This design comes from an exercise in tuning for a short achievable clock period and few clock cycles per item on the open sky130 flow, not from production work.
Power is estimated from default activity; no workload was simulated.

==> run R: inputs <==
==> flow/design.v <==
module remimo_core (
    input  wire        clk,
    input  wire        rst,         
    output wire        mem_req,
    output wire        mem_we,
    output wire [15:0] mem_addr,
    output wire [15:0] mem_wdata,
    input  wire        mem_ready,
    input  wire [15:0] mem_rdata,
    output wire        halted,
    output wire [1:0]  cause,       
    output wire [15:0] pc,
    output wire [15:0] r0,
    output wire [15:0] r1,
    output wire [15:0] r2,
    output wire [15:0] r3,
    output wire [3:0]  flags        
);
    localparam CAUSE_PC  = 2'd1;
    localparam CAUSE_OP  = 2'd2;
    localparam CAUSE_EA  = 2'd3;
    reg        halt_q;
    reg [1:0]  cause_q;
    reg [15:0] pc_q;                
    reg [15:0] fpc;                 
    reg        irv;                 
    reg        ir_pcf;              
    reg [15:0] ir;
    reg [15:0] epc;                 
    reg [15:0] epc1;                
    reg        ptk;                 
    reg [15:0] opa;                 
    reg [15:0] opb;                 
    reg [15:0] opx;                 
    reg [15:0] opm;                 
    reg        c_and, c_or, c_ar, c_sub, c_sh, c_mov, c_mem, c_st;
    reg        c_b, c_bc, c_bad, c_fl, c_cin;
    reg [3:0]  c_we;                
    reg        dph;
    reg        dst;
    reg [3:0]  dwe;                 
    reg [15:0] ea;
    reg [15:0] wd;
    reg [15:0] x0, x1, x2, x3;
    reg        fc, fn, fv, fz;
    function automatic cond_true(input [3:0] c, input f_c, input f_n, input f_v, input f_z);
        case (c)
            4'd0:  cond_true = f_z;
            4'd1:  cond_true = ~f_z;
            4'd2:  cond_true = f_c;
            4'd3:  cond_true = ~f_c;
            4'd4:  cond_true = f_n;
            4'd5:  cond_true = ~f_n;
            4'd6:  cond_true = f_v;
            4'd7:  cond_true = ~f_v;
            4'd8:  cond_true = f_c & ~f_z;
            4'd9:  cond_true = ~f_c | f_z;
            4'd10: cond_true = (f_n == f_v);
            4'd11: cond_true = (f_n != f_v);
            4'd12: cond_true = ~f_z & (f_n == f_v);
            4'd13: cond_true = f_z | (f_n != f_v);
            4'd14: cond_true = 1'b0;
            default: cond_true = 1'b1;
        endcase
    endfunction
    wire ex    = irv & ~dph & ~halt_q;
    wire ex_ok = ex & ~ir_pcf;
    wire        cin   = c_sub ^ (c_cin & fc);
    wire [16:0] sum17 = {1'b0, opa} + {1'b0, opx} + {16'd0, cin};
    wire        ar_c  = sum17[16] ^ c_sub;
    wire        ar_v  = (opa[15] == opx[15]) & ((opa[15] != sum17[15]) ^ c_sub);
    wire [3:0] sh_amt = ir[3:0];
    reg [15:0] sh_val;
    always @(*) begin
        if (sh_amt == 4'd0)
            sh_val = opb;
        else if (!ir[6])
            sh_val = opb << sh_amt;
        else if (!ir[5])
            sh_val = opb >> sh_amt;
        else
            sh_val = $unsigned($signed(opb) >>> sh_amt);
        if (ir[7])
            sh_val = ~sh_val;
    end
    wire [15:0] res = ({16{c_and}} & (opa & opb))
                    | ({16{c_or}}  & (opa | opb))
                    | ({16{c_ar}}  & sum17[15:0])
                    | ({16{c_sh}}  & sh_val)
                    | ({16{c_mov}} & opm);
    wire [3:0] ex_we = c_we & {4{ex_ok}};
    wire       ex_fl = c_fl & ex_ok;
    wire        ex_tk     = c_b | (c_bc & cond_true(ir[11:8], fc, fn, fv, fz));
    wire [15:0] ex_target = c_bc ? epc1 + {{8{ir[7]}}, ir[7:0]} : {4'd0, ir[11:0]};
    wire        redirect  = ex_ok & (ex_tk != ptk);
    wire [15:0] redir_pc  = ex_tk ? ex_target : epc1;
    wire        ex_mem = ex_ok & c_mem;
    wire [16:0] ea17   = {1'b0, opb} + {9'd0, ir[7:0]};
    wire f_pc = ex & ir_pcf;
    wire f_op = ex_ok & c_bad;
    wire f_ea = ex_mem & ea17[16];
    wire ex_fault = f_pc | f_op | f_ea;
    assign mem_req   = ~halt_q & (dph | ~fpc[15]);
    assign mem_we    = dph & dst;
    assign mem_addr  = dph ? ea : fpc;
    assign mem_wdata = wd;
    wire dp_done  = dph & mem_ready;
    wire dp_patch = dp_done & dst & irv & ~ir_pcf & (ea == epc);
    wire [15:0] w    = dph ? (dp_patch ? wd : ir) : mem_rdata;
    wire [15:0] fpc1 = fpc + 16'd1;
    wire [3:0]  fw_we  = dph ? (dwe & {4{dp_done & ~dst}}) : ex_we;
    wire [15:0] fw_val = dph ? mem_rdata : res;
    wire [3:0]  wop   = w[15:12];
    wire [1:0]  wd_r  = w[11:10];
    wire [1:0]  ws_r  = w[9:8];
    wire        wimm  = (wd_r == ws_r);
    wire        w_alu = (wop[3:2] == 2'b00);
    reg [15:0] xd_rd, xs_rd;
    always @(*) begin
        case (wd_r)
            2'd0: xd_rd = fw_we[0] ? fw_val : x0;
            2'd1: xd_rd = fw_we[1] ? fw_val : x1;
            2'd2: xd_rd = fw_we[2] ? fw_val : x2;
            default: xd_rd = fw_we[3] ? fw_val : x3;
        endcase
        case (ws_r)
            2'd0: xs_rd = fw_we[0] ? fw_val : x0;
            2'd1: xs_rd = fw_we[1] ? fw_val : x1;
            2'd2: xs_rd = fw_we[2] ? fw_val : x2;
            default: xs_rd = fw_we[3] ? fw_val : x3;
        endcase
    end
    wire [15:0] w_b   = (w_alu & wimm) ? {9'd0, w[6:0]} : xs_rd;
    wire        w_sub = (wop == 4'd3);
    wire [15:0] w_x   = w_sub ? ~w_b : w_b;
    wire [15:0] w_mr  = w[8] ? {w[7:0], 8'd0} : {8'd0, w[7:0]};
    wire [15:0] w_m   = w[9] ? ~w_mr : w_mr;
    wire        w_wr  = (w_alu & (wimm | ~w[4])) | (wop == 4'd6) | (wop == 4'd7);
    wire [3:0]  w_we  = {4{w_wr}} & (4'b0001 << wd_r);
    wire        ex_sets_flags = ex_fl;
    wire        w_isb  = (wop == 4'd8);
    wire        w_isbc = (wop == 4'd9);
    wire        w_cond = ex_sets_flags ? w[7] : cond_true(w[11:8], fc, fn, fv, fz);
    wire        w_pred = w_isb | (w_isbc & (w[11:8] == 4'd15 | (w[11:8] != 4'd14 & w_cond)));
    wire [15:0] w_tgt  = w[12] ? fpc1 + {{8{w[7]}}, w[7:0]} : {4'd0, w[11:0]};
    wire if_run  = ~dph & ~halt_q;
    wire if_ok   = if_run & (fpc[15] | mem_ready);
    wire if_keep = if_ok & ~redirect & ~ex_fault;
    wire if_halt = if_keep & ~ex_mem & (fpc[15] | (wop > 4'd9));
    wire cap = if_ok | dp_done;
    wire [3:0] x_we = fw_we;
    always @(posedge clk) begin
        if (rst) begin
            x0 <= 16'd0;
            x1 <= 16'd0;
            x2 <= 16'd0;
            x3 <= 16'd0;
        end else begin
            if (x_we[0]) x0 <= fw_val;
            if (x_we[1]) x1 <= fw_val;
            if (x_we[2]) x2 <= fw_val;
            if (x_we[3]) x3 <= fw_val;
        end
    end
    always @(posedge clk) begin
        if (rst) begin
            fc <= 1'b0;
            fn <= 1'b0;
            fv <= 1'b0;
            fz <= 1'b0;
        end else if (ex_fl) begin
            fc <= c_ar & ar_c;
            fn <= res[15];
            fv <= c_ar & ar_v;
            fz <= (res == 16'd0);
        end
    end
    always @(posedge clk) begin
        if (cap) begin
            opa   <= xd_rd;
            opb   <= w_b;
            opx   <= w_x;
            opm   <= w_m;
            c_and <= (wop == 4'd0);
            c_or  <= (wop == 4'd1);
            c_ar  <= (wop[3:1] == 3'b001);
            c_sub <= w_sub;
            c_sh  <= (wop == 4'd6);
            c_mov <= (wop == 4'd7);
            c_mem <= (wop[3:1] == 3'b010);
            c_st  <= (wop == 4'd5);
            c_b   <= w_isb;
            c_bc  <= w_isbc;
            c_bad <= (wop > 4'd9);
            c_fl  <= w_alu & w[7];
            c_cin <= (wop[3:1] == 3'b001) & ~wimm & w[5];
            c_we  <= w_we;
        end
    end
    always @(posedge clk) begin
        if (rst) begin
            halt_q  <= 1'b0;
            cause_q <= 2'd0;
            pc_q    <= 16'd0;
            fpc     <= 16'd0;
            irv     <= 1'b0;
            ir_pcf  <= 1'b0;
            ir      <= 16'd0;
            epc     <= 16'd0;
            epc1    <= 16'd0;
            ptk     <= 1'b0;
            dph     <= 1'b0;
            dst     <= 1'b0;
            dwe     <= 4'd0;
            ea      <= 16'd0;
            wd      <= 16'd0;
        end else if (!halt_q) begin
            if (dph) begin
                if (mem_ready)
                    dph <= 1'b0;
                if (dp_patch) begin
                    ir   <= wd;
                    ptk  <= 1'b0;
                    fpc  <= epc1;
                end
            end else begin
                if (ex_fault) begin
                    halt_q  <= 1'b1;
                    cause_q <= f_pc ? CAUSE_PC : f_op ? CAUSE_OP : CAUSE_EA;
                    pc_q    <= epc;
                end else if (if_halt) begin
                    halt_q  <= 1'b1;
                    cause_q <= fpc[15] ? CAUSE_PC : CAUSE_OP;
                    pc_q    <= fpc;
                end
                if (ex_mem) begin
                    dph <= ~f_ea;
                    dst <= c_st;
                    dwe <= c_we | ({4{~c_st}} & (4'b0001 << ir[11:10]));
                    ea  <= ea17[15:0];
                    wd  <= opa;
                end
                irv <= if_keep;
                if (if_ok) begin
                    ir     <= w;
                    ir_pcf <= fpc[15];
                    epc    <= fpc;
                    epc1   <= fpc1;
                    ptk    <= w_pred;
                end
                if (redirect)
                    fpc <= redir_pc;
                else if (if_ok)
                    fpc <= w_pred ? w_tgt : fpc1;
            end
        end
    end
    assign halted = halt_q;
    assign cause  = cause_q;
    assign pc     = pc_q;
    assign r0     = x0;
    assign r1     = x1;
    assign r2     = x2;
    assign r3     = x3;
    assign flags  = {fc, fn, fv, fz};
endmodule
==> flow/run.sh <==
#!/bin/bash
# synth_recipe.tcl (not shown) runs the flow's synth.tcl, then flattens the netlist and writes it again
# the make line also repeats each setting of config.mk as NAME=value (left out here)
make -C /OpenROAD-flow-scripts/flow DESIGN_CONFIG=/design/flow/config.mk WORK_HOME=/design/flow/orfs CLKGATE_MAP_FILE= SYNTH_SCRIPT=/design/flow/synth_recipe.tcl finish
==> flow/config.mk <==
export PLATFORM = sky130hd
export DESIGN_NAME = remimo_core
export DESIGN_NICKNAME = remimo_core
export VERILOG_FILES = /design/flow/design.v
export SDC_FILE = /design/flow/constraint.sdc
export NUM_CORES = 4
export LEC_CHECK = 0
export ABC_CLOCK_PERIOD_IN_PS = 2500
export CAP_MARGIN = 20
export CORE_MARGIN = 2
export CORE_UTILIZATION = 40
export SETUP_SLACK_MARGIN = 4.0
export SLEW_MARGIN = 20
==> flow/constraint.sdc <==
create_clock -name core_clock -period 7.0 [get_ports {clk}]
set_input_delay 1.4000 -clock core_clock [delete_from_list [all_inputs] [get_ports {clk}]]
set_output_delay 1.4000 -clock core_clock [all_outputs]
set_load 0.01 [all_outputs]
==> run G: changes against run R <==
--- a/flow/design.v
+++ b/flow/design.v
@@ -65,2 +65,38 @@
     endfunction
+    function automatic [16:0] kadd16(input [15:0] a, input [15:0] b, input ci);
+        reg [15:0] p, g, gg, pp, ng, np;
+        integer i, d;
+        begin
+            p  = a ^ b;
+            g  = a & b;
+            gg = g;
+            gg[0] = g[0] | (p[0] & ci);
+            pp = p;
+            for (d = 1; d < 16; d = d * 2) begin
+                ng = gg;
+                np = pp;
+                for (i = d; i < 16; i = i + 1) begin
+                    ng[i] = gg[i] | (pp[i] & gg[i-d]);
+                    np[i] = pp[i] & pp[i-d];
+                end
+                gg = ng;
+                pp = np;
+            end
+            kadd16 = {gg[15], p ^ {gg[14:0], ci}};
+        end
+    endfunction
+    function automatic [16:0] kinc16(input [15:0] a);
+        reg [15:0] pp, np;
+        integer i, d;
+        begin
+            pp = a;
+            for (d = 1; d < 16; d = d * 2) begin
+                np = pp;
+                for (i = d; i < 16; i = i + 1)
+                    np[i] = pp[i] & pp[i-d];
+                pp = np;
+            end
+            kinc16 = {pp[15], a ^ {pp[14:0], 1'b1}};
+        end
+    endfunction
     wire ex    = irv & ~dph & ~halt_q;
@@ -68,3 +104,3 @@
     wire        cin   = c_sub ^ (c_cin & fc);
-    wire [16:0] sum17 = {1'b0, opa} + {1'b0, opx} + {16'd0, cin};
+    wire [16:0] sum17 = kadd16(opa, opx, cin);
     wire        ar_c  = sum17[16] ^ c_sub;
@@ -93,3 +129,4 @@
     wire        ex_tk     = c_b | (c_bc & cond_true(ir[11:8], fc, fn, fv, fz));
-    wire [15:0] ex_target = c_bc ? epc1 + {{8{ir[7]}}, ir[7:0]} : {4'd0, ir[11:0]};
+    wire [16:0] ex_bt     = kadd16(epc1, {{8{ir[7]}}, ir[7:0]}, 1'b0);
+    wire [15:0] ex_target = c_bc ? ex_bt[15:0] : {4'd0, ir[11:0]};
     wire        redirect  = ex_ok & (ex_tk != ptk);
@@ -97,3 +134,3 @@
     wire        ex_mem = ex_ok & c_mem;
-    wire [16:0] ea17   = {1'b0, opb} + {9'd0, ir[7:0]};
+    wire [16:0] ea17   = kadd16(opb, {8'd0, ir[7:0]}, 1'b0);
     wire f_pc = ex & ir_pcf;
@@ -107,6 +144,7 @@
     wire dp_done  = dph & mem_ready;
-    wire dp_patch = dp_done & dst & irv & ~ir_pcf & (ea == epc);
-    wire [15:0] w    = dph ? (dp_patch ? wd : ir) : mem_rdata;
-    wire [15:0] fpc1 = fpc + 16'd1;
-    wire [3:0]  fw_we  = dph ? (dwe & {4{dp_done & ~dst}}) : ex_we;
+    wire dp_hit   = dst & irv & ~ir_pcf & (ea == epc);
+    wire [15:0] w    = dph ? (dp_hit ? wd : ir) : mem_rdata;
+    wire [16:0] fpc1c = kinc16(fpc);
+    wire [15:0] fpc1  = fpc1c[15:0];
+    wire [3:0]  fw_we  = dph ? dwe : ex_we;
     wire [15:0] fw_val = dph ? mem_rdata : res;
@@ -139,8 +177,17 @@
     wire [3:0]  w_we  = {4{w_wr}} & (4'b0001 << wd_r);
-    wire        ex_sets_flags = ex_fl;
     wire        w_isb  = (wop == 4'd8);
     wire        w_isbc = (wop == 4'd9);
-    wire        w_cond = ex_sets_flags ? w[7] : cond_true(w[11:8], fc, fn, fv, fz);
-    wire        w_pred = w_isb | (w_isbc & (w[11:8] == 4'd15 | (w[11:8] != 4'd14 & w_cond)));
-    wire [15:0] w_tgt  = w[12] ? fpc1 + {{8{w[7]}}, w[7:0]} : {4'd0, w[11:0]};
+    wire [15:0] r      = mem_rdata;
+    wire        r_cond = ex_fl ? r[7] : cond_true(r[11:8], fc, fn, fv, fz);
+    wire        r_pred = (r[15:12] == 4'd8)
+                       | ((r[15:12] == 4'd9) & (r[11:8] == 4'd15 | (r[11:8] != 4'd14 & r_cond)));
+    wire [16:0] t_lo16 = kadd16({8'd0, fpc1[7:0]}, {8'd0, r[7:0]}, 1'b0);
+    wire [8:0]  t_lo   = t_lo16[8:0];
+    wire [7:0]  t_hi0  = fpc1[15:8];
+    wire [16:0] t_hip16 = kadd16({8'd0, fpc1[15:8]}, 16'd1, 1'b0);
+    wire [16:0] t_him16 = kadd16({8'd0, fpc1[15:8]}, 16'hffff, 1'b0);
+    wire [7:0]  t_hip  = t_hip16[7:0];
+    wire [7:0]  t_him  = t_him16[7:0];
+    wire [7:0]  t_hi   = (t_lo[8] == r[7]) ? t_hi0 : (t_lo[8] ? t_hip : t_him);
+    wire [15:0] r_tgt  = r[12] ? {t_hi, t_lo[7:0]} : {4'd0, r[11:0]};
     wire if_run  = ~dph & ~halt_q;
@@ -148,5 +195,4 @@
     wire if_keep = if_ok & ~redirect & ~ex_fault;
-    wire if_halt = if_keep & ~ex_mem & (fpc[15] | (wop > 4'd9));
-    wire cap = if_ok | dp_done;
-    wire [3:0] x_we = fw_we;
+    wire if_halt = if_keep & ~ex_mem & (fpc[15] | (r[15:12] > 4'd9));
+    wire [3:0] x_we = dph ? (dwe & {4{mem_ready}}) : ex_we;
     always @(posedge clk) begin
@@ -178,3 +224,4 @@
     always @(posedge clk) begin
-        if (cap) begin
+        begin
+            ir    <= w;
             opa   <= xd_rd;
@@ -207,3 +254,2 @@
             ir_pcf  <= 1'b0;
-            ir      <= 16'd0;
             epc     <= 16'd0;
@@ -220,4 +266,3 @@
                     dph <= 1'b0;
-                if (dp_patch) begin
-                    ir   <= wd;
+                if (dp_hit) begin
                     ptk  <= 1'b0;
@@ -226,8 +271,7 @@
             end else begin
-                if (ex_fault) begin
-                    halt_q  <= 1'b1;
-                    cause_q <= f_pc ? CAUSE_PC : f_op ? CAUSE_OP : CAUSE_EA;
+                halt_q <= ex_fault | if_halt;
+                if (ex & (ir_pcf | c_bad | c_mem)) begin
+                    cause_q <= ir_pcf ? CAUSE_PC : c_bad ? CAUSE_OP : CAUSE_EA;
                     pc_q    <= epc;
-                end else if (if_halt) begin
-                    halt_q  <= 1'b1;
+                end else begin
                     cause_q <= fpc[15] ? CAUSE_PC : CAUSE_OP;
@@ -242,10 +286,7 @@
                 end
-                irv <= if_keep;
-                if (if_ok) begin
-                    ir     <= w;
-                    ir_pcf <= fpc[15];
-                    epc    <= fpc;
-                    epc1   <= fpc1;
-                    ptk    <= w_pred;
-                end
+                irv    <= if_keep;
+                ir_pcf <= fpc[15];
+                epc    <= fpc;
+                epc1   <= fpc1;
+                ptk    <= r_pred;
                 if (redirect)
@@ -253,3 +294,3 @@
                 else if (if_ok)
-                    fpc <= w_pred ? w_tgt : fpc1;
+                    fpc <= r_pred ? r_tgt : fpc1;
             end
==> qor summary <==
quantity                                                                           run G                   run R
Relative contribution of sequential cells to total power                           0.343                   0.199
Leakage power of the design                                                    0.0107 uW               0.0106 uW
Core Util, Final                                                                   0.588                   0.596
Fraction of area in non-clock buffers                                              0.169                   0.177
Top layer used by detailed routing                                                  met4                    met5
Status                                                          timing/DRC/antenna clean  timing/DRC/antenna clean
Internal Dissipation                                                             3410 uW                 7870 uW
Placeable core region                                                       0.0466 sq mm            0.0464 sq mm
Via density per instance                                                            6.45                    6.33
Total routed wirelength                                                          88.4 mm                 84.4 mm
Clock buffer instance count of the final layout                                       41                      47
Worst min-delay path endpoint                                                 cause_q[0]                  ir[15]
HPWL after DPL                                                                   57.3 mm                 52.8 mm
Area fraction in compound gates after synthesis                                    0.249                   0.217
Kind of start point of the critical path                                   primary input               flip-flop
Share of the clock period used by the worst path                                   0.526                   0.655
Final Wtd Congestion                                                               0.985                   0.944
Kind of critical path                                         primary input to flip-flop  flip-flop to flip-flop
Synthesized area                                                            0.0188 sq mm            0.0187 sq mm
Share of power burned in the clock network                                         0.340                   0.127
DR pass1 iterations                                                                    9                       6
Final critical path time including I/O delays and setup                          3.69 ns                 4.58 ns
Least-Margin Pin Slew                                                            1.16 ns                 1.12 ns
Maximum number of pins on one net before global-route repair                          79                      97
Sequential power                                                                 1780 uW                 2920 uW
Worst slew margin relative to its limit                                            0.228                   0.254
FF-to-FF End                                                                     opb[10]                 fpc[15]
No run of this note included a check of the RTL's function; only the layout flow was run.

==> static timing again, ports no longer ideal <==
The flow's constraints put no driver on any port. The routed layouts listed below were extracted and timed again, unchanged, in two steps. Step 1 assumes that a clkbuf_16 drives the clock port and a buf_2 every other input. Step 2 times the ports against the registers' clock, not the clock port: input delays grow and output delays shrink by t, the midpoint of the rising clock arrivals with the driver on. a / b / c = ideal ports / drivers / drivers and shift; a / b = the first two.
run | t, ns | setup WS [ns] | hold WS [ns] | slew at the worst register clock pin (ns) | worst data-port slew with drivers (ns)
run R | 0.612 | 2.418 / 2.418 / 1.944 | 0.473 / 0.473 / 0.473 | 0.06 / 0.06 | 0.05
run G | 0.668 | 3.315 / 3.337 / 2.669 | 0.483 / 0.483 / 0.483 | 0.07 / 0.07 | 0.07
After both steps every run listed still meets setup and hold. For run G, which loses most, drivers alone change the setup slack by +0.022 ns; drivers and shift together by -0.646 ns.
